This design comes from an exercise in tuning for small area, a short achievable clock period and few clock cycles on the open sky130 flow, not from production work.
Where RTL was checked, it was by simulation tests only, not by an equivalence proof against the original.
No activity file was given, so power comes from the tool's default toggle rates.

## bl_engine
module bl_engine (
  input  wire        clk,
  input  wire        rst,
  input  wire        rx_valid,
  input  wire [7:0]  rx_data,
  input  wire        rx_err,
  output wire        rx_ready,
  output wire        tx_valid,
  output wire [7:0]  tx_data,
  input  wire        tx_ready,
  output wire        op_valid,
  output wire [3:0]  op_cmd,
  output wire [31:0] op_addr,
  output wire [15:0] op_wdata,
  input  wire        op_ready,
  input  wire        op_ok,
  input  wire [31:0] op_rdata,
  input  wire        rdp_level,
  output wire        exited
);
Size: roughly 3,400 cells after synthesis, roughly 1,700 flip-flops, about 110 I/O pins, ~0.047 mm² of cells after synthesis.
==> flow/config.mk <==
export PLATFORM = sky130hd
export DESIGN_NAME = bl_engine
export DESIGN_NICKNAME = bl_engine
export VERILOG_FILES = /design/flow/design.v
export SDC_FILE = /design/flow/constraint.sdc
export NUM_CORES = 4
export LEC_CHECK = 0
export CAP_MARGIN = 20
export CORE_MARGIN = 2
export CORE_UTILIZATION = 40
export PLACE_DENSITY = 0.6
export SLEW_MARGIN = 20
==> flow/constraint.sdc <==
create_clock -name core_clock -period 10.0 [get_ports {clk}]
set_input_delay 2.0000 -clock core_clock [delete_from_list [all_inputs] [get_ports {clk}]]
set_output_delay 2.0000 -clock core_clock [all_outputs]
set_load 0.01 [all_outputs]
standard.sh (not shown) runs the stock make flow with config.mk's settings and CLKGATE_MAP_FILE= SYNTH_SCRIPT=/design/flow/synth_recipe.tcl, a recipe that flattens the netlist after the stock synthesis.
==> flow/flow/run.sh <==
#!/bin/bash
# The standard layout, with buf_2 port buffers, timing repair aimed at a
# tighter setup target and CTS without dummy loads; each ORFS step logs under
# orfs/logs/, the make output goes to standard.log.
cd "$(dirname "$0")/.."
bash standard.sh BUFFER_PORTS_ARGS="-buffer_cell sky130_fd_sc_hd__buf_2" SETUP_SLACK_MARGIN=6.8 \
  CTS_ARGS="-sink_clustering_enable -repair_clock_nets -dont_use_dummy_load" finish > standard.log 2>&1
The baseline finished with timing, DRC and antenna clean.
==> next run, changes <==
--- a/flow/design.v
+++ b/flow/design.v
@@ -171,16 +171,19 @@
       endcase
   end
   wire w_more = (len_q[7:1] != 7'd0);    
   wire w_last = (len_q[7:1] == 7'd1);    
   wire pop    = !fempty & ((pw) |
                 (fire_op & op_ok & (((opc == OP_PROG_HALF) & !w_last) |
                                     ((opc == OP_FLASH_UNLOCK) & c_write & w_more))));
-  wire ack_ok = !b_err && !b_first && !ndisc && m && (bd == crc[7:0]) && shape_q &&
-                (c_id || c_jump || c_erase || c_write || c_chrop);
+  wire dec_now = acc & end_now;
+  wire m2      = bv ? (m & (bd == crc[7:0])) : m;
+  wire [7:0] c2 = bv ? crc[15:8] : crc[7:0];
+  wire ack_ok  = !rx_err && !first_q && !ndisc && m2 && (rx_data == c2) && shape_q &&
+                 (c_id || c_jump || c_erase || c_write || c_chrop);
   wire pre_ok = (c_erase && e_ok_q) || (c_write && dest_ok_q) || (c_chrop && lvl_ok_q);
   wire fin    = (fire_tx & (t_nack |
                             (t_pay & pay_last & !(c_jump & valid_q)) |
                             (t_res & !(c_chrop & txd[0])))) |
                 (fire_op & (opc == OP_OPT_LAUNCH));
   wire [31:0] crc_x = crc ^ {24'd0, bd};
   wire [31:0] crc_nx;
@@ -251,14 +254,15 @@
                   (in_ram && wend <= 17'h05000));
     e_ok_q    <= (a[15:8] == 8'hFF) || (eend <= 9'd16);
     lvl_ok_q  <= (a[7:1] == 7'd0);
     valid_q   <= in_ram || in_flash;
     app_q     <= (a == 32'h0800_8000);
     if (acc) begin
       if (first_q) begin
+        ndisc  <= (rx_data < 8'd5) || (rx_data > 8'd199);
         cnt    <= rx_data;
         last_q <= (rx_data == 8'd1);
       end else begin
         cnt    <= cnt - 8'd1;
         last_q <= (cnt == 8'd2);
       end
     end
@@ -314,18 +318,16 @@
       avl_nz <= wr_now | (fetch ? (avl != 7'd1) : (avl != 7'd0));
       if (fetch && !pop)
         fth <= {fth[FB-2:0], 1'b1};
       else if (!fetch && pop)
         fth <= {1'b0, fth[FB-1:1]};
     end
     if (bv) begin
-      if (b_first) begin
+      if (b_first)
         nq    <= bd;
-        ndisc <= (bd < 8'd5) || (bd > 8'd199);
-      end
       if (b_op) begin
         c_id    <= (bd[7:2] == 6'b000100);
         c_sub   <= bd[1:0];
         c_jump  <= (bd == 8'h14);
         c_erase <= (bd == 8'h15);
         c_write <= (bd == 8'h16);
         c_chrop <= (bd == 8'h21);
@@ -357,15 +359,15 @@
       t_rlen <= 1'b0;
       t_pay  <= 1'b0;
       t_res  <= 1'b0;
       opv    <= 1'b0;
       pw     <= 1'b0;
       exited_q <= 1'b0;
     end else begin
-      if (bv && b_last) begin
+      if (dec_now) begin
         txv <= 1'b1;
         if (ack_ok) t_ack  <= 1'b1;
         else        t_nack <= 1'b1;
       end
       if (fire_tx) begin
         if (t_nack) begin
           t_nack <= 1'b0;
@@ -425,15 +427,15 @@
             exited_q <= 1'b1;
           end
           OP_OPT_LAUNCH: opv <= 1'b0;
           default: ;
         endcase
       end
     end
-    if (bv && b_last) begin
+    if (dec_now) begin
       pidx <= 4'd0;
       txd  <= ack_ok ? ACK : NACK;
     end
     if (fire_tx) begin
       if (t_ack)
         txd <= rlen;
       if (t_rlen) begin
After rerunning: The changed run ran to the end with no violations. Final area rises by 0.39%. Flip-flop and latch count goes down by 1. Total power went down by 1.2%. Worst setup slack improved by 0.035 ns. Clock skew grows by 0.014 ns. Cell count increases by 0.60%. Via count climbs by 0.39%. First-iteration DRC count went up by 9.7%. Count of clock-buffer cells in the layout increases by 2. Utilization is higher by 0.12 points. Wire length came out higher by 1.6%. Critical path depth stays the same. Combinational power decreases by about 6%. Sequential share of layout area goes down by 0.32 points.
Testbench counts after the change, summed over its fixed seeds: cycles 52,366.
The RTL of the first run of this note was laid out without a check of its function.


exp/indigo:
bl_engine, a different RTL version from the one above (not shown whole).
For scale: roughly 3300 cells after synthesis, about 1700 flip-flops, roughly 0.047 sq mm of cells after synthesis.
Settings: LEC_CHECK=0, CAP_MARGIN=20, CORE_MARGIN=2, CORE_UTILIZATION=40, PLACE_DENSITY=0.6, SLEW_MARGIN=20, TNS_END_PERCENT=20; clock period 10.0 ns.
==> flow/flow/run.sh <==
#!/bin/bash
# The standard layout, with buf_2 port buffers, timing repair aimed at a
# tighter setup target and CTS without dummy loads and with larger sink
# clusters; each ORFS step logs under
# orfs/logs/, the make output goes to standard.log.
cd "$(dirname "$0")/.."
bash standard.sh BUFFER_PORTS_ARGS="-buffer_cell sky130_fd_sc_hd__buf_2" SETUP_SLACK_MARGIN=7.0 \
  CTS_ARGS="-sink_clustering_enable -repair_clock_nets -dont_use_dummy_load -sink_clustering_size 24 -sink_clustering_max_diameter 80" finish > standard.log 2>&1
The flow did not stop early for exp/indigo: all stages ran, and the layout cleared the timing, DRC and antenna checks.
Testbench counts of exp/indigo, summed over its fixed seeds: cycles 52,366.
#### Input delta (exp/delta over exp/indigo)
-- flow/design.v --
<<< exp/indigo, line 359
        lo_q <= bd;
    end
    if (rst || (bv && b_last)) begin
      crc <= 32'hFFFF_FFFF;
      m   <= 1'b1;
>>> exp/delta, line 359
        lo_q <= bd;
    end
    if (rxon && first_q && !bv) begin
      crc <= 32'hFFFF_FFFF;
      m   <= 1'b1;
### Flow results
- exp/delta did not stop at any stage, and its layout met the timing, DRC and antenna checks.
- exp/indigo → exp/delta: H-tree depth now sits at about the same level; worst hold slack now sits higher; slew at the pin with the worst max-slew slack now sits lower.
- [compare] base=exp/indigo new=exp/delta: total placed cells including tap cells up about 0.8%, core box area barely changed, internal power grew by 5.5%, final weighted congestion in routability-driven placement rose 0.030.
- dfxtp_4 as the cell with the largest stage delay on the worst path was reported by exp/delta, and dfxtp_2 by exp/indigo.
- On adder and majority cell fraction of the synthesized area, exp/delta tracks exp/indigo almost exactly.
Testbench counts of exp/delta, summed over its fixed seeds: cycles 52,366.


## main
Another version of the RTL of bl_engine (not shown whole).
For scale: roughly 3,400 cells after synthesis, about 110 I/O pins, about 47,000 um^2 of cells after synthesis.
==> flow/design.v (excerpt) <==
module bl_engine (
  input  wire        clk,
  input  wire        rst,
  input  wire        rx_valid,
  input  wire [7:0]  rx_data,
  input  wire        rx_err,
  output wire        rx_ready,
  output wire        tx_valid,
  output wire [7:0]  tx_data,
  input  wire        tx_ready,
  output wire        op_valid,
  output wire [3:0]  op_cmd,
  output wire [31:0] op_addr,
  output wire [15:0] op_wdata,
  input  wire        op_ready,
  input  wire        op_ok,
  input  wire [31:0] op_rdata,
  input  wire        rdp_level,
  output wire        exited
);
clock: 10.0 ns
lec_check: 0
cap_margin: 20
core_margin: 2
core_utilization: 40
place_density: 0.6
slew_margin: 20
Scripts as last shown in full above: flow/flow/run.sh
Testbench counts of main, summed over its fixed seeds: cycles 51,884.
Relative to main, the following input files were edited for the feature branch:
-- flow/design.v --
<<< main, line 121
  reg [6:0]  avl;         
  reg        avl_nz;
  reg [11:0] sel;
  reg        hit;         
  reg [15:0] fifo [0:FB-1];
>>> the feature branch, line 121
  reg [6:0]  avl;         
  reg        avl_nz;
  reg [7:0]  sel;
  reg        hit;         
  reg [15:0] fifo [0:FB-1];
<<< main, line 143
  wire stall_n = pend_n & !fhw_n & (wr_now | (wpos != 7'd87));
  wire [15:0] tap = ({16{sel[0]}} & ring[0]) |
                    ({16{sel[1]}} & ring[7]) |
                    ({16{sel[2]}} & ring[15]) |
                    ({16{sel[3]}} & ring[22]) |
                    ({16{sel[4]}} & ring[30]) |
                    ({16{sel[5]}} & ring[37]) |
                    ({16{sel[6]}} & ring[44]) |
                    ({16{sel[7]}} & ring[52]) |
                    ({16{sel[8]}} & ring[59]) |
                    ({16{sel[9]}} & ring[67]) |
                    ({16{sel[10]}} & ring[74]) |
                    ({16{sel[11]}} & ring[82]);
  wire fetch  = hit & avl_nz & !fth[FB-1];
  wire fempty = !fth[0];
  wire [15:0] head = fifo[frp];
  wire [3:0] rlast  = |(sel & 12'h54A) ? 4'd7 : 4'd6;    
  wire [3:0] rlastp = |(sel & 12'hA94) ? 4'd7 : 4'd6;    
  wire       rend   = (roff == rlast);
  wire       rbeg   = (roff == 4'd0);
>>> the feature branch, line 143
  wire stall_n = pend_n & !fhw_n & (wr_now | (wpos != 7'd87));
  wire [15:0] tap = ({16{sel[0]}} & ring[0]) |
                    ({16{sel[1]}} & ring[11]) |
                    ({16{sel[2]}} & ring[22]) |
                    ({16{sel[3]}} & ring[33]) |
                    ({16{sel[4]}} & ring[44]) |
                    ({16{sel[5]}} & ring[56]) |
                    ({16{sel[6]}} & ring[67]) |
                    ({16{sel[7]}} & ring[78]);
  wire fetch  = hit & avl_nz & !fth[FB-1];
  wire fempty = !fth[0];
  wire [15:0] head = fifo[frp];
  wire [3:0] rlast  = sel[4] ? 4'd11 : 4'd10;    
  wire [3:0] rlastp = sel[5] ? 4'd11 : 4'd10;    
  wire       rend   = (roff == rlast);
  wire       rbeg   = (roff == 4'd0);
<<< main, line 306
    if (wr_now && first_hw) begin
      roff <= 4'd0;
      sel  <= 12'd1;
      hit  <= 1'b1;
    end else if (fetch) begin
      roff <= rbeg ? rlastp : roff - 4'd1;
      if (rbeg) sel <= {sel[0], sel[11:1]};
      hit  <= (roff == 4'd1);
    end else begin
      roff <= rend ? 4'd0 : roff + 4'd1;
      if (rend) sel <= {sel[10:0], sel[11]};
      hit  <= rend;
    end
>>> the feature branch, line 302
    if (wr_now && first_hw) begin
      roff <= 4'd0;
      sel  <= 8'h01;
      hit  <= 1'b1;
    end else if (fetch) begin
      roff <= rbeg ? rlastp : roff - 4'd1;
      if (rbeg) sel <= {sel[0], sel[7:1]};
      hit  <= (roff == 4'd1);
    end else begin
      roff <= rend ? 4'd0 : roff + 4'd1;
      if (rend) sel <= {sel[6:0], sel[7]};
      hit  <= rend;
    end
## What came out
Number of global-route vias before repair in the feature branch vs main: down about 3%
From main to the feature branch the numbers moved as follows: switching component of the power +about 8%; clock power -about 2%; core utilization -0.48 points.
NOTE: maximum frequency in the feature branch falls short of that of main
Final instance area: the feature branch < main
Going from main to the feature branch, clock period minus worst slack moved up; power consumption moved up; total nets after synthesis moved down; maximum vdd drop level.
Across both runs, total wirelength of the detailed-routed design was lower for the feature branch than for main.
Testbench counts of the feature branch, summed over its fixed seeds: cycles 52,366.

## re-timing with driven ports
The results above use ideal ports. As a check the final layouts listed here were re-extracted and re-timed, cells and wires unchanged.
Step 1, drivers: a clkbuf_16 drives clk and a buf_2 each remaining input, both assumed.
Step 2 times the ports against the registers' clock, not the clock port: input delays grow and output delays shrink by t, the midpoint of the rising clock arrivals with the driver on.
Three values: ideal, step 1, step 2; two values: the first two.
| run | t, ns | slack for setup (ns) | worst setup path at the end |
|---|---|---|---|
| the first run of note 1 | 0.785 | 6.753 / 6.685 / 6.088 | input to register |
| the second run of note 1 | 0.778 | 6.788 / 6.721 / 6.052 | input to register |
| exp/indigo | 0.689 | 6.809 / 6.740 / 6.193 | input to register |
| exp/delta | 0.701 | 6.784 / 6.718 / 6.171 | input to register |
| main | 0.712 | 6.835 / 6.771 / 6.202 | input to register |
| the feature branch | 0.698 | 6.803 / 6.739 / 6.301 | input to register |
After both steps setup and hold are still met in every run listed. For the second run of note 1, which loses most, drivers alone change the setup slack by -0.067 ns; drivers and shift together by -0.736 ns.
